Source: an optimization exercise on an open RTL-to-GDS flow (aim: small area, a short achievable clock period and few clock cycles per item). Production flows keep margins and buffers that such runs may drop.
Function was checked by simulation only, so behaviour that the tests miss may differ from the original.

## mod_inv_unit
module mod_inv_unit (
    input  wire        clk,
    input  wire        rst,
    input  wire        in_valid,
    output wire        in_ready,
    input  wire [63:0] in_a,
    input  wire [63:0] in_q,
    output reg         out_valid,
    output wire [63:0] out_r,
    output reg         out_err
);
Size: about 3600 cells after synthesis, roughly 350 flip-flops, ~200 I/O pins, ~32000 um^2 of cells after synthesis.
make LEC_CHECK=0 CAP_MARGIN=20 CORE_MARGIN=2 CORE_UTILIZATION=50 PLACE_DENSITY=0.65 SETUP_SLACK_MARGIN=4 SLEW_MARGIN=20 finish   # period 10.0 ns
run.sh (not shown) runs the stock make flow with config.mk's settings and CLKGATE_MAP_FILE= SYNTH_SCRIPT=/design/flow/synth_recipe.tcl, a recipe that flattens the netlist after the stock synthesis.
The first run finished clean.
Testbench counts at the start, summed over its fixed seeds: cycles 68,253, items 1,600.
Rerun with:
--- a/flow/design.v
+++ b/flow/design.v
@@ -12,50 +12,53 @@
     reg        busy;
     reg        x1c;        
     reg        x2c;        
     reg [62:0] q_r;
     reg [63:0] u;
     reg [63:0] v;
     reg [63:0] x1;
     reg [63:0] x2;
     reg        uz;         
     reg        vz;         
+    reg        u1;         
+    reg        v1;         
     reg [1:0]  mk_1;
     reg [1:0]  mk_2;
     reg [1:0]  mk_s;
     reg [1:0]  mk_a;
     reg        sh;         
     reg        sel_v;      
     reg        same;       
     reg        e1;         
     reg        e2;
     reg        sp1, sp2, sp1i, sq1, sq1i, sq2, qinv;
     reg        dn;         
     reg        t0;         
     reg        psgn;       
     reg        k1on;       
     reg        jx0, jx1, jx2, jx3;
     assign out_r = x1;
-    wire done   = busy && (uz || vz);
+    wire done   = busy && (uz || vz || u1 || v1);
     wire step   = busy && !done;
     assign in_ready = !busy || done;
     wire accept = in_valid && in_ready;
     wire load   = !busy || done;
     wire [64:0] ua   = (sh && sel_v) ? {v[63], v} : {u[63], u};
     wire [64:0] ub   = sh ? 65'd0 : ({v[63], v} ^ {65{same}});
     wire [64:0] e    = ua + ub + {64'd0, !sh && same};
     wire j1  = e1;
     wire j2  = !e1 && e2;
     wire j3  = !e1 && !e2;
     wire [63:0] r   = j1 ? e[64:1] : j2 ? {e[64], e[64:2]} : {{2{e[64]}}, e[64:3]};
     wire dneg = e[64] ^ u[63];
-    wire ez   = (e[64:1] == 64'd0);
+    wire ez   = sh ? (ua[63:0] == 64'd0) :
+                     (((u ^ v) ^ ({u[62:0] | v[62:0], 1'b0} & {64{!same}})) == 64'd0);
     wire wu   = step && (sh ? !sel_v : !dneg);
     wire wv   = step && (sh ?  sel_v :  dneg);
     wire [63:0] w    = u | v;                        
     wire [63:0] p  = (x1 & {64{sp1}}) | (x2 & {64{sp2}}) | {63'd0, sp1i};
     wire [63:0] qq = ((x1 & {64{sq1}}) | (x2 & {64{sq2}}) | {63'd0, sq1i}) ^ {64{qinv}};
     wire [1:0] mk = sh ? (sel_v ? mk_2 : mk_1) : (same ? mk_s : mk_a);
     wire neg2 = !dn && ((j1 && t0 && !psgn) || (j2 && mk[0]) ||
                         (j3 && mk[1] && mk[0]));
     wire pos2 = !dn && j3 && !mk[1] && mk[0];
     wire neg4 = !dn && j3 && mk[1] && !mk[0];
@@ -93,61 +96,67 @@
     wire nselv = nu[0];
     wire [2:1] nvb = nv[2:1] ^ {2{nsame}};
     wire ne1 = nsh ? (nselv ? nv[1] : nu[1]) : !(nu[1] ^ nvb[1]);
     wire ne2 = nsh ? (nselv ? nv[2] : nu[2]) : (nu[2] ^ nvb[2] ^ (nu[1] | nvb[1]));
     wire [2:0] nts = nx1 - nx2;
     wire nbusy = !rst && (accept || (busy && !done));
     wire nx1c  = load || (x1c && !wu);
     wire nx2c  = load || (x2c && !wv);
     wire nuz   = load ? 1'b0 : wu ? ez : uz;
     wire nvz   = load ? 1'b0 : wv ? ez : vz;
-    wire ndone = nbusy && (nuz || nvz);
-    wire nstep = nbusy && !(nuz || nvz);
+    wire nu1   = !load && (u == 64'd1 || u == {64{1'b1}}) && !nuz;
+    wire nv1   = !load && (v == 64'd1 || v == {64{1'b1}}) && !nvz;
+    wire ndone = nbusy && (nuz || nvz || nu1 || nv1);
+    wire nstep = nbusy && !(nuz || nvz || nu1 || nv1);
+    wire ntu   = nu1 || nvz;
     wire nt0   = nsh ? (nselv ? nx2[0] : nx1[0]) : (nx1[0] ^ nx2[0]);
     wire nx1s  = !(load || x1c) && x1[63];
     wire nx2s  = !(load || x2c) && x2[63];
     wire nus   = load ? in_a[63] : u[63];
     wire nvs   = load ? in_q[63] : v[63];
-    wire nkd   = nuz ? (nx2s ^ nvs) : (nx1s ^ nus);
-    wire nw63  = (load ? in_a[63] : wu ? r[63] : u[63]) |
-                 (load ? in_q[63] : wv ? r[63] : v[63]);
+    wire nkd   = ntu ? (nx1s ^ nus) : (nx2s ^ nvs);
+    wire nw63  = ntu ? nus : nvs;
     wire [2:0] nta = nx1 + nx2;
     always @(posedge clk) begin
         if (rst) begin
             busy      <= 1'b0;
             out_valid <= 1'b0;
         end else begin
             out_valid <= done;
             if (accept)    busy <= 1'b1;
             else if (done) busy <= 1'b0;
         end
-        if (done) out_err <= !((w == 64'd1) || (w == {64{1'b1}}));
+        if (done) out_err <= !(u1 || v1 || (w == 64'd1) || (w == {64{1'b1}}));
         if (load) begin
             q_r  <= in_q[62:0];
             u    <= in_a;
             v    <= in_q;
             uz   <= 1'b0;
             vz   <= 1'b0;
+            u1   <= 1'b0;
+            v1   <= 1'b0;
         end else begin
             if (wu) begin u <= r; uz <= ez; end
             if (wv) begin v <= r; vz <= ez; end
+            u1 <= nu1;
+            v1 <= nv1;
         end
         if (done || wu) x1 <= y;
         if (wv)         x2 <= y;
         x1c <= nx1c;
         x2c <= nx2c;
         sp1   <= nstep && !nx1c && !(nsh && nselv);
         sp2   <= nstep && !nx2c && nsh && nselv;
         sp1i  <= nstep && nx1c && !(nsh && nselv);
-        sq1   <= ndone && !nuz && !nx1c;
-        sq1i  <= ndone && !nuz && nx1c;
-        sq2   <= (ndone ? nuz : (nstep && !nsh)) && !nx2c;
+        sq1   <= ndone && ntu && !nx1c;
+        sq1i  <= ndone && ntu && nx1c;
+        sq2   <= (ndone ? !ntu : (nstep && !nsh)) && !nx2c;
         qinv  <= ndone ? nw63 : (nstep && !nsh && nsame);
         dn    <= ndone;
         t0    <= nt0;
         k1on  <= ndone ? nkd : nt0;
         psgn  <= wu ? (nx2s ^ nsame) : nx1s;
         jx0   <= ndone;
         jx1   <= !ndone && ne1;
         jx2   <= !ndone && !ne1 && ne2;
         jx3   <= !ndone && !ne1 && !ne2;
         sh    <= nsh;
Design area is higher by a few percent.
Setup slack gains 0.14 ns.
Non-clock buffer count is lower by 8.
Global-route usage is higher by 1.3 points.
Area after synthesis is higher by a few percent.
Final cell count is higher by a little under a tenth.
Synthesized cell count is higher by roughly a tenth.
Critical path depth is higher by 5.
Clock-buffer cell count is higher by 1.
Sequential share of layout area is lower by 0.81 points.
Fmax is higher by a few percent.
Testbench counts after the change, summed over its fixed seeds: cycles 65,895, items 1,600.

[port drivers added, routing unchanged]
Ports are ideal in the flow. The routed layouts listed here were re-timed in OpenROAD.
Step 1 (the two cells are an assumption about what drives the block):
set clk [get_ports {clk}]
set_driving_cell -lib_cell sky130_fd_sc_hd__clkbuf_16 $clk
set_driving_cell -lib_cell sky130_fd_sc_hd__buf_2 [delete_from_list [all_inputs] $clk]
Step 2, shift: input delay + t, output delay - t, t = (earliest + latest rising clock arrival at the registers) / 2. This alone moves slack from input paths to output paths.
a / b / c = ideal ports / drivers / drivers and shift; a / b = the first two.
| run | t, ns | slack for setup (ns) | worst hold slack (ns) | worst setup path at the end | cell pins on the clock port's net |
|---|---|---|---|---|---|
| the first run | 0.661 | 3.993 / 3.993 / 3.993 | 0.550 / 0.550 / 0.550 | register to register | 1 |
| the second run | 0.679 | 4.135 / 4.135 / 4.135 | 0.570 / 0.570 / 0.570 | register to register | 1 |
After both steps setup and hold are still met in every run listed.
